This design comes from an exercise in tuning for small area, a short achievable clock period and few clock cycles on the open sky130 flow, not from production work. Only simulation tests tie the RTL to the original design; equivalence was not proved.

==> flow/design.v (outline; a module is shown in full before it is edited, if it fits) <==
// module fvmc: 1088 lines
module fvmc (
    input  wire        clk,
    input  wire        rst,         
    input  wire        req,         
    input  wire        we,          
    input  wire [5:0]  addr,        
    input  wire [31:0] wdata,
    output wire        ack,         
    output reg  [31:0] rdata,       
    output wire [16:0] mot_yaw,
    output wire [16:0] mot_fwd
);
  // ...
==> flow/flow/run.sh <==
#!/bin/bash
# Own layout flow: the standard ORFS flow, with the port buffers built from
# sky130_fd_sc_hd__buf_4 cells instead of the resizer's default buffer choice.
# Each tool writes its own logs under orfs/logs; the driver's output goes to standard.log.
set -o pipefail
export BUFFER_PORTS_ARGS="-buffer_cell sky130_fd_sc_hd__buf_4"
# ask the timing repair for 52 ns of setup slack at the 90 ns clock
export SETUP_SLACK_MARGIN=52
bash standard.sh > standard.log 2>&1
==> flow/standard.sh <==
#!/bin/bash
# synth_recipe.tcl (not shown) runs the flow's synth.tcl, then flattens the netlist and writes it again
# the make line also repeats each setting of config.mk as NAME=value (left out here)
make -C /OpenROAD-flow-scripts/flow DESIGN_CONFIG=/design/flow/config.mk WORK_HOME=/design/flow/orfs CLKGATE_MAP_FILE= SYNTH_SCRIPT=/design/flow/synth_recipe.tcl "${@:-finish}"
==> flow/config.mk <==
export PLATFORM = sky130hd
export DESIGN_NAME = fvmc
export DESIGN_NICKNAME = fvmc
export VERILOG_FILES = /design/flow/design.v
export SDC_FILE = /design/flow/constraint.sdc
export NUM_CORES = 8
export LEC_CHECK = 0
export CAP_MARGIN = 30
export CORE_MARGIN = 2
export CORE_UTILIZATION = 45
export CTS_CLUSTER_DIAMETER = 100
export CTS_CLUSTER_SIZE = 22
export SLEW_MARGIN = 30
==> flow/constraint.sdc <==
create_clock -name core_clock -period 90.0 [get_ports {clk}]
set_input_delay 18.0000 -clock core_clock [delete_from_list [all_inputs] [get_ports {clk}]]
set_output_delay 18.0000 -clock core_clock [all_outputs]
set_load 0.01 [all_outputs]
==> flow_summary_export.csv, run 1 <==
group,metric,value,unit
final_layout,fin_nets,11827,
global_route,use_met2,0.653,
final_layout,inverters,730,
floorplanning,dieArea,210000,sq um
synthesis,ys_seq_area_frac,0.314,
critical_path,cp_max_fo,6,
timing,period_share,0.425,
cts,clockBufferDepth,3,
synthesis,synth-warning-count,1,
critical_path,r2r_setup_slack,63.94,ns
critical_path,r2r_end,"zero_cnt[23]",
hold_path,whs_path_depth,2,
synthesis,synth_fa_ha_area_frac,0.141,
route,ant_nets,0,
synthesis,synth_top_family_by_area,"compound AO/OA/AOI/OAI gates",
global_route,grtUsageMet1,0.536,
final_layout,buf_share,0.0471,
timing,drv_slew,0,
synthesis,synth_commonest_cells,"nand2_1 (1155), nor2_1 (1003), a21oi_1 (951)",
final_layout,multi_input_cells,8330,
place,io_buffers,108,
critical_path,crit_path_max_incr_delay,0.50,ns
critical_path,worstPathRequired,72.00,ns
critical_path,endpoint_kind,"output port",
cts,clk_latency,0.80,ns
global_route,grt_pass1_vias,83472,
run_status,status,"timing/DRC/antenna clean",
critical_path,regToRegStartpoint,"sens_ax[31]",
synthesis,synth_cells,10823,
global_route,antenna_found_initial,79,
synthesis,synth_edf_count,483,
final_layout,final_common_cell,"nand2_1",
place,pre_cts_ws,50.17,ns
synthesis,synthXorXnorAreaFrac,0.0576,
timing,slew_headroom,0.185,
global_route,globalRouteTotalUtil,0.434,
synthesis,avgSynthCellArea,8.59,sq um
Testbench counts, summed over its fixed seeds: cycles 161,913.
==> run 2, diff against run 1 <==
--- a/flow/design.v
+++ b/flow/design.v
@@ -775,21 +775,22 @@
             end else begin
                 st_r = st_t[12:0];
                 st_q = {st_q[13:0], 1'b0};
             end
         end
     end
     wire        dv_last = dv_busy && (dv_cnt == 2'd0);
     wire [18:0] dv_fmu  = {st_r, dv_low[5:0]};
-    wire [18:0] dv_fm   = dv_neg ? (19'd359999 - dv_fmu) : dv_fmu;
-    wire signed [19:0] dv_e = dv_neg ? ($signed(20'd179999) - $signed({1'b0, dv_fmu}))
-                                     : ($signed({1'b0, dv_fmu}) - $signed(20'd180000));
     wire [17:0] dv_rau = {st_r[9:0], dv_low};
-    wire [17:0] dv_ra  = dv_neg ? (18'd159999 - dv_rau) : dv_rau;
+    wire [18:0] dv_pu  = (dv_job == J_BIG) ? {1'b0, dv_rau} : dv_fmu;
+    wire [18:0] dv_pc  = (dv_job == J_BIG) ? 19'd159999 : 19'd359999;
+    wire [18:0] dv_fm  = dv_neg ? (dv_pc - dv_pu) : dv_pu;
+    wire [17:0] dv_ra  = dv_fm[17:0];
+    wire signed [19:0] dv_e = $signed({1'b0, dv_fm}) - $signed(20'd180000);
     wire signed [16:0] dv_qa = dv_neg ? ~{2'b0, st_q} : {2'b0, st_q};
     wire wr_shead = do_wr && addr == A_SHEAD;
     wire wr_opa   = do_wr && addr == A_OPA;
     wire wr_opb   = do_wr && addr == A_OPB;
     wire wr_sax   = do_wr && addr == A_SAX;
     wire dv_free  = !dv_busy || dv_last;
     wire wp_inval    = wr_sax || c_tick;
     wire abort_big   = dv_busy && !dv_last && ((dv_job == J_BIG && wp_inval) ||
==> flow/flow/run.sh (replaced) <==
#!/bin/bash
# Own layout flow: the standard ORFS flow, with the port buffers built from
# sky130_fd_sc_hd__buf_4 cells instead of the resizer's default buffer choice.
# Each tool writes its own logs under orfs/logs; the driver's output goes to standard.log.
set -o pipefail
export BUFFER_PORTS_ARGS="-buffer_cell sky130_fd_sc_hd__buf_4"
# ask the timing repair for 51 ns of setup slack at the 90 ns clock
export SETUP_SLACK_MARGIN=51
bash standard.sh > standard.log 2>&1
==> flow/config.mk (replaced) <==
export PLATFORM = sky130hd
export DESIGN_NAME = fvmc
export DESIGN_NICKNAME = fvmc
export VERILOG_FILES = /design/flow/design.v
export SDC_FILE = /design/flow/constraint.sdc
export NUM_CORES = 8
export LEC_CHECK = 0
export CAP_MARGIN = 30
export CORE_MARGIN = 2
export CORE_UTILIZATION = 55
export CTS_CLUSTER_DIAMETER = 100
export CTS_CLUSTER_SIZE = 22
export SLEW_MARGIN = 30
==> run 2 against run 1 <==
Compared with the run above:
- setup slack worse by 0.77 ns
- count of clock-buffer cells in the layout rose by 1
- sequential cell count is the same
- cell count down 6.2%
- via count up 3.2%
- sequential share of layout area is 1.4 points higher
- design area shrank 4.8%
- hold slack improved by 0.011 ns
- critical path type unchanged
==> flow_summary_export.csv, run 2 <==
group,metric,value,unit
synthesis,synth.largest_area_cell,"dfxtp_1",
route,drt_iter0_drc,15615,
floorplanning,core.rowCount,150,
critical_path,worstPathBufferInverterCount,2,
synthesis,synth_fp_nets,11592,
floorplanning,core,167000,sq um
synthesis,synth.most_common_cell,"nand2_1",
critical_path,crit_chain,"buf_4 > nor2_1 > nand3_1 > nor2_4 > nand2_1 > o21ai_0 > a221oi_1 > nand4_1 > nor2_1 > o21ai_0 > buf_4",
cts,clockBufferDepth,3,
route,dr.pass1.iters,14,
cts,hold_buffers,0,
cts,post-cts-setup-buffers,0,
final_layout,final_common_cell,"nand2_1",
floorplanning,start_util,0.553,
floorplanning,dieArea,171000,sq um
critical_path,cp_data_arrival_time,21.01,ns
cts,cts_tree,"done",
run_status,status,"timing/DRC/antenna clean",
route,num_vias,93287,
timing,rsz0062_at_grt,"yes",
final_layout,fin_nets,11453,
critical_path,crit_family,"simple AND/OR/NAND/NOR gates",
timing,setup_viol,0,
final_layout,fillers,13929,
global_route,globalRouteTotalUtil,0.549,
route,ant_nets,0,
synthesis,synth_flop_cell,"dfxtp_1",
final_layout,syn_to_final_growth,6.73,%
hold_path,whs_path_depth,0,
synthesis,synth_commonest_cells,"nand2_1 (1140), nor2_1 (944), a21oi_1 (894)",
synthesis,synth-warning-count,1,
cts,cts_root_buffer,"clkbuf_16",
job,maxCapViolCount,0,
synthesis,synth.area.top_cells,"dfxtp_1 (16%), edfxtp_1 (16%), ha_1 (8.6%), fa_1 (5.6%), a21oi_1 (4.8%)",
final_layout,largest_reg_flops,160,
place,dp_hpwl,366,mm
floorplanning,die_h,414,microns
timing,max_freq,25.6,MHz
critical_path,cp_max_fo,21,
final_layout,drive_gt1_frac,0.0771,
cts,clk_latency,0.79,ns
synthesis,synth_cell_types,138,
timing,drv_slew,0,
critical_path,worstPathRequired,72.00,ns
synthesis,avgSynthCellArea,8.66,sq um
cts,clkTransAtPathRegs,0.09,ns
global_route,grt_overflow_total,0,
critical_path,cp_slowest_cell,"nor2_4",
critical_path,crit_type,"in2out",
hold_path,hold_class,"reg2reg",
route,drcViolationCount,0,
cts,h-tree-depth,3,
floorplanning,die-width,414,microns
cts,cts_sinks,1215,
timing,final_hold_viol_count,0,
route,via_per_inst,7.26,
global_route,grt_pass1_wl,659,mm
global_route,grt_max_degree,96,
synthesis,synth_cells,10660,
final_layout,layout_common_cells,"nand2_1 (1134), nor2_1 (907), a21oi_1 (890)",
place,dp.cells,12648,
timing,period_minus_slack,39.01,ns
synthesis,synth_top_area_share,0.159,
synthesis,ys_seq_area_frac,0.316,
synthesis,syn_area,92300,sq um
timing,slew_headroom,0.201,
global_route,antenna_found_initial,98,
place,globalplace.congestion,1.19,
critical_path,endpoint_kind,"output port",
timing,setup_tns,0,ns
synthesis,synth_async_sr_flop_share,0,
global_route,grt_pass1_vias,84920,
timing,tightestPinTransition,1.19,ns
timing,period_share,0.433,
route,wl_per_cell,37.4,microns
critical_path,cp-start-kind,"input port",
critical_path,critical_path_depth,11,
floorplanning,io_pins,109,
critical_path,crit_path_max_incr_delay,0.86,ns
place,io_buffers,108,
timing,fin_skew,0.0703,ns
final_layout,final_cells,12847,
critical_path,r2r.worst_path.cells,89,
cts,numCtsBuffers,71,
route,wirelength,480,mm
synthesis,synth_edf_count,483,
synthesis,ys_seq_elements,1215,
-- run 2: cell types whose count changed after synthesis, moves of 36 or more --
cell / previous run / this run
a21oi_1: 951 / 894
or3_1: 52 / 89
nor2_1: 1003 / 944
a22oi_1: 320 / 248
mux2i_1: 167 / 229
mux2_2: 94 / 58
o21ai_0: 460 / 522
-- run 2: final cells by class --
cell class / instances / area, sq um / share of cell area
repair buffers: 333 / 2570 / 0.0261
clock inverters: 21 / 260 / 0.00264
diodes: 69 / 173 / 0.00175
flip-flops and latches: 1215 / 29200 / 0.296
inverters: 718 / 2700 / 0.0274
well taps: 2204 / 2760 / 0.0280
multi-input cells: 8182 / 58900 / 0.598
clock buffers: 105 / 1940 / 0.0196
-- run 2: per-stage QoR --
stage,setup WS (ns),cell area [sq um],hold slack [ns],utilization
final,50.99,98500,0.480,0.590
after global routing,51.00,98400,0.492,0.590
after CTS,50.99,98100,0.475,0.588
after detailed placement,50.86,95900,0.456,0.575
after global placement,50.67,95800,0.451,0.574
after floorplan,52.12,92300,0.432,-
-- run 2: kinds of logic after synthesis --
| family | after synthesis | share of synthesized area |
|---|---|---|
| flip-flops | 1215 | 0.316 |
| multiplexers | 371 | 0.0519 |
| AO/OA/AOI/OAI | 2926 | 0.208 |
| XOR/XNOR | 593 | 0.0581 |
| AND/OR/NAND/NOR | 3398 | 0.172 |
| adder cells (fa/ha/maj) | 894 | 0.142 |
| buffers and inverters | 1263 | 0.0519 |
-- run 2: layer usage --
| layer | vias up | GRT usage | wire, microns |
|---|---|---|---|
| met4 | 48 | 0.519 | 59000 |
| met3 | 2599 | 0.246 | 68700 |
| met1 | 44390 | 0.606 | 158000 |
| met5 | - | 0.0240 | 668 |
| met2 | 7989 | 0.777 | 194000 |
| li1 | 38261 | - | - |
-- run 2: worst paths after layout --
path                from      endpoint  slack, ns
max reg2reg  sens_ax[26]  zero_cnt[26]      61.58
max              addr[5]     rdata[13]      50.99
min            rxbuf[12]     rxbuf[20]       0.48
min reg2reg    rxbuf[12]     rxbuf[20]       0.48
-- run 2: timing repair --
item,4_1_cts,5_1_grt
pin swaps,0,1
resized for setup,4,6
setup endpoints to repair,10,9
Testbench counts of run 2, summed over its fixed seeds: cycles 161,913.
==> run 3, diff against run 2 <==
--- a/flow/config.mk
+++ b/flow/config.mk
@@ -9,3 +9,3 @@
 export CORE_MARGIN = 2
-export CORE_UTILIZATION = 55
+export CORE_UTILIZATION = 45
 export CTS_CLUSTER_DIAMETER = 100
==> run 3 against run 2 <==
Compared with the run above:
- still clean
- critical path depth fell by 2
- routed wire length fell by 1.2%
- non-clock buffer count rose by 54
- die area rose by 22%
==> flow_summary_export.csv, run 3 <==
group,metric,value,unit
floorplanning,core,204000,sq um
floorplanning,die_h,457,microns
global_route,antenna_found_initial,115,
synthesis,avgSynthCellArea,8.66,sq um
cts,cts_sinks,1215,
job,maxCapViolCount,0,
critical_path,path_common_cell,"buf_4",
timing,period_minus_slack,39.10,ns
place,place_area,96900,sq um
route,highest_layer,"met5",
synthesis,synth.largest_area_cell,"dfxtp_1",
route,num_vias,88672,
final_layout,layout_common_cells,"nand2_1 (1136), nor2_1 (905), a21oi_1 (889)",
floorplanning,start_util,0.452,
cts,numCtsBuffers,75,
route,wl_per_cell,35.5,microns
final_layout,syn_to_final_growth,7.94,%
cts,clkTransAtPathRegs,0.10,ns
route,dr.pass1.iters,9,
place,io_buffers,108,
route,wl_met3,46.7,mm
timing,rsz0062_at_grt,"yes",
synthesis,synth_cell_types,138,
cts,clk_latency,0.79,ns
critical_path,crit_type,"in2out",
critical_path,cp_max_fo,30,
hold_path,hold_class,"reg2reg",
cts,cts_tree,"done",
synthesis,synth_cells,10660,
critical_path,cp_data_arrival_time,21.10,ns
floorplanning,die-width,457,microns
synthesis,ys_seq_elements,1215,
synthesis,synth-warning-count,1,
timing,max_freq,25.6,MHz
synthesis,synth_async_sr_flop_share,0,
run_status,status,"timing/DRC/antenna clean",
cts,h-tree-depth,3,
floorplanning,io_pins,109,
critical_path,worstPathRequired,72.00,ns
floorplanning,core.rowCount,166,
critical_path,crit_chain,"buf_4 > nand2_1 > nor2_2 > buf_4 > a22oi_1 > nand2_1 > a221oi_1 > o2111ai_1 > buf_4",
final_layout,final_common_cell,"nand2_1",
route,drt_iter0_drc,11339,
place,globalplace.congestion,1.15,
route,ant_nets,0,
final_layout,drive_gt1_frac,0.0830,
timing,final_hold_viol_count,0,
final_layout,fin_nets,11511,
synthesis,ys_seq_area_frac,0.316,
synthesis,syn_area,92300,sq um
global_route,grt_overflow_total,0,
route,via_per_inst,6.62,
cts,clockBufferDepth,3,
cts,cts_root_buffer,"clkbuf_16",
timing,setup_viol,0,
final_layout,multi_input_area,58900,sq um
global_route,grt_max_degree,103,
timing,slew_headroom,0.224,
route,wl_met1,179,mm
timing,drv_slew,0,
final_layout,area.sequential,29200,sq um
floorplanning,dieArea,209000,sq um
timing,period_share,0.434,
synthesis,synth_top_area_share,0.159,
synthesis,synth_fp_nets,11592,
timing,setup_tns,0,ns
synthesis,synth.area.top_cells,"dfxtp_1 (16%), edfxtp_1 (16%), ha_1 (8.6%), fa_1 (5.6%), a21oi_1 (4.8%)",
timing,tightestPinTransition,1.16,ns
critical_path,crit_path_max_incr_delay,0.60,ns
critical_path,endpoint_kind,"output port",
route,drcViolationCount,0,
critical_path,cp-start-kind,"input port",
final_layout,fillers,19562,
timing,fin_skew,0.0828,ns
synthesis,synth_flop_cell,"dfxtp_1",
route,wl_met2,203,mm
route,wirelength,475,mm
synthesis,synth.most_common_cell,"nand2_1",
critical_path,cp_slowest_cell,"nand2_1",
final_layout,largest_reg_flops,160,
global_route,grt_pass1_wl,650,mm
place,dp_hpwl,371,mm
global_route,globalRouteTotalUtil,0.443,
global_route,grt_pass1_vias,80764,
final_layout,finish.instance_area,99600,sq um
synthesis,synth_commonest_cells,"nand2_1 (1140), nor2_1 (944), a21oi_1 (894)",
synthesis,synth_edf_count,483,
[run 3: final timing paths]
kind | start | to | cells after the start | slack (ns)
setup / recovery | addr[1] | rdata[25] | 9 | 50.90
hold / removal | hm_valid | hm_valid | 1 | 0.47
setup reg to reg | sens_ax[9] | zero_cnt[24] | 88 | 62.90
hold reg to reg | hm_valid | hm_valid | 1 | 0.47
[run 3: metal layers]
| layer | vias up | global-route usage |
|---|---|---|
| li1 | 38415 | - |
| met1 | 43633 | 0.531 |
| met2 | 5193 | 0.656 |
| met3 | 1381 | 0.135 |
| met4 | 50 | 0.360 |
| met5 | - | 0 |
[run 3: per-stage QoR]
step	instances	hold slack [ns]	utilization	setup slack (ns)
after global routing	13328	0.484	0.487	50.99
after detailed placement	13187	0.448	0.475	50.64
after floorplan	10660	0.432	-	52.12
after CTS	13317	0.471	0.487	50.98
final	13391	0.469	0.488	50.90
after global placement	13184	0.444	0.474	50.38
[run 3: worst max-delay path: cells and delay by family]
family,cells,cell delay [ns]
and+or+nand+nor,3,0.84
buffers and inverters,3,0.89
AOI/OAI and AO/OA,3,1.30
[run 3: timing repair]
| item | 4_1_cts | 5_1_grt |
|---|---|---|
| pin swaps | 0 | 1 |
| hold buffers | 0 | 0 |
| setup endpoints to repair | 24 | 13 |
| gates resized for setup | 8 | 3 |
| buffers inserted | 0 | 2 |
[run 3: cell type report]
cell class / instances / share of cell area
Clock inverter: 25 / 0.00311
Timing Repair Buffer: 387 / 0.0296
Inverter: 718 / 0.0271
Sequential cell: 1215 / 0.293
Multi-Input combinational cell: 8182 / 0.591
Clock buffer: 105 / 0.0207
Tap cell: 2688 / 0.0338
Antenna cell: 71 / 0.00178
[run 3: logic make-up (layout without fill, tap and decap cells)]
logic type,count (synthesis),after routing,synth area share
compound gates,2926,2926,0.208
xor+xnor,593,593,0.0581
fa+ha+maj,894,894,0.142
buf+inv,1263,1235,0.0519
flops,1215,1215,0.316
mux,371,371,0.0519
other cells,0,71,0
simple gates,3398,3398,0.172
==> run 4, diff against run 3 <==
--- a/flow/flow/run.sh
+++ b/flow/flow/run.sh
@@ -6,4 +6,4 @@
 export BUFFER_PORTS_ARGS="-buffer_cell sky130_fd_sc_hd__buf_4"
-# ask the timing repair for 51 ns of setup slack at the 90 ns clock
-export SETUP_SLACK_MARGIN=51
+# ask the timing repair for 51.6 ns of setup slack at the 90 ns clock
+export SETUP_SLACK_MARGIN=51.6
 bash standard.sh > standard.log 2>&1
==> run 4 against run 3 <==
Compared with the run above:
- still clean on timing, DRC and antenna
- sequential cell count unchanged
- hold slack better by 0.0013 ns
- global-route usage up 0.36 points
- maximum frequency up 1.5%
- setup slack better by 0.57 ns
- core utilization up 0.24 points
- count of clock-buffer cells in the layout unchanged
- register-to-register slack worse by 0.15 ns
==> flow_summary_export.csv, run 4 <==
group,metric,value,unit
final_layout,largest_reg_flops,160,
floorplanning,core,204000,sq um
place,globalplace.congestion,1.15,
route,drcViolationCount,0,
critical_path,endpoint_kind,"output port",
cts,clkTransAtPathRegs,0.10,ns
cts,hold_buffers,0,
cts,clockBufferDepth,3,
cts,h-tree-depth,3,
critical_path,r2r_end,"zero_cnt[24]",
floorplanning,dieArea,209000,sq um
global_route,grt_max_degree,103,
cts,clk_latency,0.79,ns
timing,period_share,0.428,
synthesis,synth_fp_nets,11592,
floorplanning,core.rowCount,166,
route,dr.pass1.iters,8,
route,via_per_inst,6.62,
critical_path,path_common_cell,"buf_4",
floorplanning,die_h,457,microns
critical_path,crit_family,"simple AND/OR/NAND/NOR gates",
place,dp.cells,13187,
route,num_vias,88745,
critical_path,regToRegStartpoint,"sens_ax[9]",
global_route,globalRouteTotalUtil,0.447,
critical_path,critPathLaunch,"addr[4]",
global_route,grt_pass1_vias,81023,
final_layout,final_common_cell,"nand2_1",
floorplanning,io_pins,109,
timing,rsz0062_at_grt,"yes",
synthesis,ys_seq_area_frac,0.316,
cts,cts_root_buffer,"clkbuf_16",
route,wl_per_cell,35.7,microns
final_layout,syn_to_final_growth,8.48,%
critical_path,crit_path_max_incr_delay,0.57,ns
synthesis,synth_flop_cell,"dfxtp_1",
route,ant_nets,0,
critical_path,crit_end,"rdata[31]",
timing,setup_viol,0,
floorplanning,die-width,457,microns
final_layout,final_cells,13402,
global_route,grt_overflow_total,0,
final_layout,fin_nets,11533,
route,wirelength,479,mm
critical_path,cp_data_arrival_time,20.53,ns
synthesis,synth_top_area_share,0.159,
synthesis,synth_async_sr_flop_share,0,
place,io_buffers,108,
cts,cts_sinks,1215,
critical_path,cp_max_fo,20,
cts,cts_tree,"done",
cts,numCtsBuffers,75,
critical_path,worstPathBufferInverterCount,4,
timing,final_hold_viol_count,0,
synthesis,synth-warning-count,1,
timing,slew_headroom,0.210,
timing,max_freq,26.0,MHz
job,maxCapViolCount,0,
route,drt_iter0_drc,11138,
timing,tightestPinTransition,1.18,ns
place,dp_hpwl,371,mm
timing,fin_skew,0.0932,ns
synthesis,synth_cells,10660,
synthesis,synth_commonest_cells,"nand2_1 (1140), nor2_1 (944), a21oi_1 (894)",
critical_path,critical_path_depth,11,
critical_path,cp_slowest_cell,"or3_1",
final_layout,layout_common_cells,"nand2_1 (1131), nor2_1 (897), a21oi_1 (890)",
synthesis,synth_edf_count,483,
synthesis,ys_seq_elements,1215,
timing,period_minus_slack,38.53,ns
final_layout,drive_gt1_frac,0.0878,
timing,setup_tns,0,ns
final_layout,fillers,19542,
critical_path,worstPathRequired,72.00,ns
run_status,status,"timing/DRC/antenna clean",
global_route,grt_pass1_wl,654,mm
global_route,antenna_found_initial,102,
synthesis,synth_cell_types,138,
synthesis,synth.largest_area_cell,"dfxtp_1",
synthesis,avgSynthCellArea,8.66,sq um
critical_path,cp-start-kind,"input port",
critical_path,r2r.worst_path.cells,88,
critical_path,crit_type,"in2out",
floorplanning,start_util,0.452,
timing,drv_slew,0,
synthesis,syn_area,92300,sq um
critical_path,crit_chain,"buf_4 > nor2b_4 > nand3_4 > buf_4 > nor2_4 > buf_4 > a22o_1 > a221oi_1 > nand3_1 > or3_1 > buf_4",
synthesis,synth.area.top_cells,"dfxtp_1 (16%), edfxtp_1 (16%), ha_1 (8.6%), fa_1 (5.6%), a21oi_1 (4.8%)",
synthesis,synth.most_common_cell,"nand2_1",
hold_path,hold_class,"reg2reg",
critical_path,r2r_setup_slack,62.75,ns
-- run 4: metal layers --
layer,global-route usage,vias up,wire length (microns)
met5,0,-,439
met4,0.386,66,49400
met3,0.147,1454,48800
met2,0.648,5042,201000
met1,0.531,43722,179000
li1,-,38461,-
-- run 4: how the worst min path moves through the flow --
stage               endpoint  depth (start not counted)  slack [ns]      from
floorplan             err[0]                          2        0.43    err[0]
global placement    hm_valid                          1        0.44  hm_valid
detailed placement  hm_valid                          1        0.45  hm_valid
CTS                 hm_valid                          1        0.47  hm_valid
global route        hm_valid                          1        0.48  hm_valid
finish              hm_valid                          1        0.47  hm_valid
-- run 4: layout make-up --
cell class,instances,area [sq um],area share
Clock buffer,105,2060,0.0206
Clock inverter,25,310,0.00310
Sequential cell,1215,29200,0.291
Multi-Input combinational cell,8182,59100,0.591
Antenna cell,60,150,0.00150
Inverter,718,2700,0.0269
Tap cell,2688,3360,0.0336
Timing Repair Buffer,409,3230,0.0323
-- run 4: metrics by stage --
| step | cell area, sq um | util | setup slack (ns) | hold slack (ns) |
|---|---|---|---|---|
| global route | 100000 | 0.490 | 51.53 | 0.485 |
| floorplan | 92300 | - | 52.12 | 0.432 |
| finish | 100000 | 0.490 | 51.47 | 0.470 |
| CTS | 99700 | 0.488 | 51.58 | 0.471 |
| global placement | 96800 | 0.474 | 50.38 | 0.444 |
| detailed placement | 96900 | 0.475 | 50.64 | 0.448 |
-- run 4: timing repair --
item                                    4_1_cts  5_1_grt
resized for setup                            63       23
pin swaps                                    15       12
buffers inserted                             15        8
endpoints found under the setup margin       33       16
-- run 4: logic make-up after synthesis --
logic type,Yosys count,share of synthesized area
AO/OA/AOI/OAI,2926,0.208
XOR/XNOR,593,0.0581
adder cells (fa/ha/maj),894,0.142
buffers and inverters,1263,0.0519
flip-flops,1215,0.316
multiplexers,371,0.0519
AND/OR/NAND/NOR,3398,0.172
-- run 4: worst register-to-register path: cells and delay by family, from the launching register on --
| kind | cells | cell delay [ns] |
|---|---|---|
| xor gates and xnor gates | 2 | 0.99 |
| DFF | 1 | 0.90 |
| and+or+nand+nor | 21 | 7.57 |
| AOI/OAI and AO/OA | 48 | 13.04 |
| adders and majority gates | 11 | 3.99 |
| buffers and inverters | 6 | 0.74 |
==> run 5, diff against run 4 <==
--- a/flow/config.mk
+++ b/flow/config.mk
@@ -9,3 +9,3 @@
 export CORE_MARGIN = 2
-export CORE_UTILIZATION = 45
+export CORE_UTILIZATION = 55
 export CTS_CLUSTER_DIAMETER = 100
==> run 5 against run 4 <==
Compared with the run above:
- non-clock buffer count is 55 lower
- first-iteration DRC count rose by 40%
- largest cell class unchanged
==> flow_summary_export.csv, run 5 <==
group,metric,value,unit
critical_path,critical_path_depth,10,
job,maxCapViolCount,0,
run_status,status,"timing/DRC/antenna clean",
timing,tightestPinTransition,1.18,ns
timing,period_minus_slack,38.51,ns
critical_path,endpoint_kind,"output port",
final_layout,area.sequential,29200,sq um
timing,setup_tns,0,ns
place,place_area,95900,sq um
synthesis,synth.largest_area_cell,"dfxtp_1",
cts,cts_root_buffer,"clkbuf_16",
critical_path,crit_chain,"buf_8 > nand2b_4 > nor2_2 > buf_6 > a22o_1 > a221oi_1 > nand4_1 > nor2_1 > o21ai_0 > buf_4",
cts,cts_tree,"done",
cts,clkTransAtPathRegs,0.10,ns
timing,final_hold_viol_count,0,
synthesis,synth.most_common_cell,"nand2_1",
final_layout,fin_nets,11475,
timing,setup_viol,0,
place,io_buffers,108,
route,drcViolationCount,0,
timing,rsz0062_at_grt,"yes",
critical_path,cp_data_arrival_time,20.51,ns
cts,numCtsBuffers,71,
place,pre_cts_ws,50.86,ns
synthesis,synth-warning-count,1,
synthesis,synth_commonest_cells,"nand2_1 (1140), nor2_1 (944), a21oi_1 (894)",
critical_path,cp_slowest_cell,"a221oi_1",
hold_path,whs_path_depth,0,
final_layout,largest_reg_flops,160,
critical_path,cp_max_fo,31,
route,dr.pass1.iters,14,
synthesis,syn_area,92300,sq um
place,dp_hpwl,366,mm
synthesis,ys_seq_elements,1215,
critical_path,cp-start-kind,"input port",
synthesis,synth.area.top_cells,"dfxtp_1 (16%), edfxtp_1 (16%), ha_1 (8.6%), fa_1 (5.6%), a21oi_1 (4.8%)",
global_route,globalRouteTotalUtil,0.550,
critical_path,r2r_setup_slack,61.64,ns
cts,clockBufferDepth,3,
timing,worst_slack,51.49,ns
floorplanning,start_util,0.553,
critical_path,worstPathRequired,72.00,ns
synthesis,synth_fp_nets,11592,
route,via_per_inst,7.27,
synthesis,avgSynthCellArea,8.66,sq um
critical_path,worstPathBufferInverterCount,3,
final_layout,fillers,13900,
global_route,grt_overflow_total,0,
synthesis,synth_cell_types,138,
timing,slew_headroom,0.204,
global_route,grt_pass1_vias,84846,
route,ant_nets,0,
cts,h-tree-depth,3,
floorplanning,core.rowCount,150,
synthesis,synth_cells,10660,
critical_path,crit_type,"in2out",
final_layout,drive_gt1_frac,0.0815,
final_layout,syn_to_final_growth,7.21,%
final_layout,multi_input_area,59200,sq um
critical_path,r2r.worst_path.cells,89,
place,globalplace.congestion,1.19,
global_route,grt_pass1_wl,660,mm
synthesis,synth_async_sr_flop_share,0,
synthesis,ys_seq_area_frac,0.316,
floorplanning,dieArea,171000,sq um
timing,fin_skew,0.0710,ns
hold_path,hold_class,"reg2reg",
final_layout,finish.instance_area,99000,sq um
timing,period_share,0.428,
route,drt_iter0_drc,15626,
synthesis,synth_edf_count,483,
floorplanning,die_h,414,microns
route,wl_per_cell,37.4,microns
route,wirelength,481,mm
global_route,antenna_found_initial,99,
final_layout,final_common_cell,"nand2_1",
synthesis,synth_top_area_share,0.159,
final_layout,fin_util,0.593,
route,num_vias,93566,
critical_path,crit_path_max_incr_delay,0.58,ns
cts,cts_sinks,1215,
cts,clk_latency,0.79,ns
timing,drv_slew,0,
timing,max_freq,26.0,MHz
final_layout,layout_common_cells,"nand2_1 (1131), nor2_1 (901), a21oi_1 (890)",
floorplanning,core,167000,sq um
floorplanning,io_pins,109,
global_route,grt_max_degree,96,
synthesis,synth_flop_cell,"dfxtp_1",
critical_path,crit_family,"compound AO/OA/AOI/OAI gates",
floorplanning,die-width,414,microns
-- run 5: changes by cell type in the layout (fill, tap and decap cells not counted), sizes merged --
cell      delta
buf         -56
bufinv       -1
inv          -4
clkinv       +2
nor2         +1
clkinvlp     -1
clkbuf       +1
diode       +11
-- run 5: cell type report --
class                   instances  share of cell area
diodes                         71             0.00180
clock buffers                 105              0.0196
clock inverters                21             0.00263
inverters                     718              0.0273
multi-input cells            8183               0.598
flip-flops and latches       1215               0.295
well taps                    2204              0.0279
repair buffers                354              0.0281
-- run 5: cells by family (layout without fill, tap and decap cells) --
group | after synthesis | count (layout) | synth area share
simple gates | 3398 | 3399 | 0.172
compound gates | 2926 | 2926 | 0.208
buf+inv | 1263 | 1198 | 0.0519
flops | 1215 | 1215 | 0.316
fa+ha+maj | 894 | 894 | 0.142
xor+xnor | 593 | 593 | 0.0581
mux | 371 | 371 | 0.0519
other cells | 0 | 71 | 0
-- run 5: path summary, 6_finish.rpt --
kind                       end        start
hold / removal       rxbuf[20]    rxbuf[12]
hold reg to reg      rxbuf[20]    rxbuf[12]
setup / recovery      rdata[2]      addr[1]
setup reg to reg  zero_cnt[26]  sens_ax[26]
-- run 5: per-layer routing --
metal	wire length [microns]	vias up	global-route usage
met4	58700	50	0.515
met2	195000	8074	0.778
met3	69100	2620	0.249
li1	-	38332	-
met5	510	-	0.00735
met1	158000	44490	0.611
-- run 5: through the flow --
step,std cells,hold WS [ns]
after floorplan,10660,0.432
after CTS,12786,0.475
after detailed placement,12648,0.456
final,12871,0.483
after global routing,12809,0.498
after global placement,12646,0.451
-- run 5: worst register-to-register path: cells and delay by family (launching register included) --
kind                       cells  cell delay [ns]
DFF                            1             0.99
xor gates and xnor gates       1             0.18
AOI/OAI and AO/OA             51            14.55
adders and majority gates     11             3.89
and+or+nand+nor               20             7.94
buffers and inverters          6             0.77
-- run 5: timing repair --
action,in CTS,in global routing
hold buffers,0,0
buffers inserted,11,9
setup endpoints to repair,32,20
gates cloned,1,0
pin swaps,7,10
gates resized for setup,41,26

==> afterwards: timing with drivers on the ports <==
Ports are ideal in the flow. The routed layouts listed here were re-timed in OpenROAD. Step 1, drivers: a clkbuf_16 drives clk and a buf_2 each remaining input, both assumed. Step 2 moves the port delays by t, midway between the first and last clock arrival at a register: inputs arrive t later, outputs are due t later. That takes back most of the time a late clock gives input paths. a / b / c = ideal / step 1 / step 2; a / b = the first two.
run | t (ns) | setup slack, ns | latest minus earliest clock arrival (ns)
run 1 | 0.861 | 51.760 / 51.332 / 51.332 | 0.066 / 0.067
run 2 | 0.852 | 50.986 / 50.850 / 50.850 | 0.071 / 0.070
run 3 | 0.850 | 50.895 / 50.867 / 50.867 | 0.083 / 0.083
run 4 | 0.850 | 51.465 / 51.441 / 51.441 | 0.095 / 0.095
run 5 | 0.849 | 51.491 / 51.440 / 51.440 | 0.071 / 0.071
After both steps setup and hold are still met in every run listed. The setup slack of run 1, which loses most, moves by -0.428 ns with the drivers and by -0.428 ns with both steps.
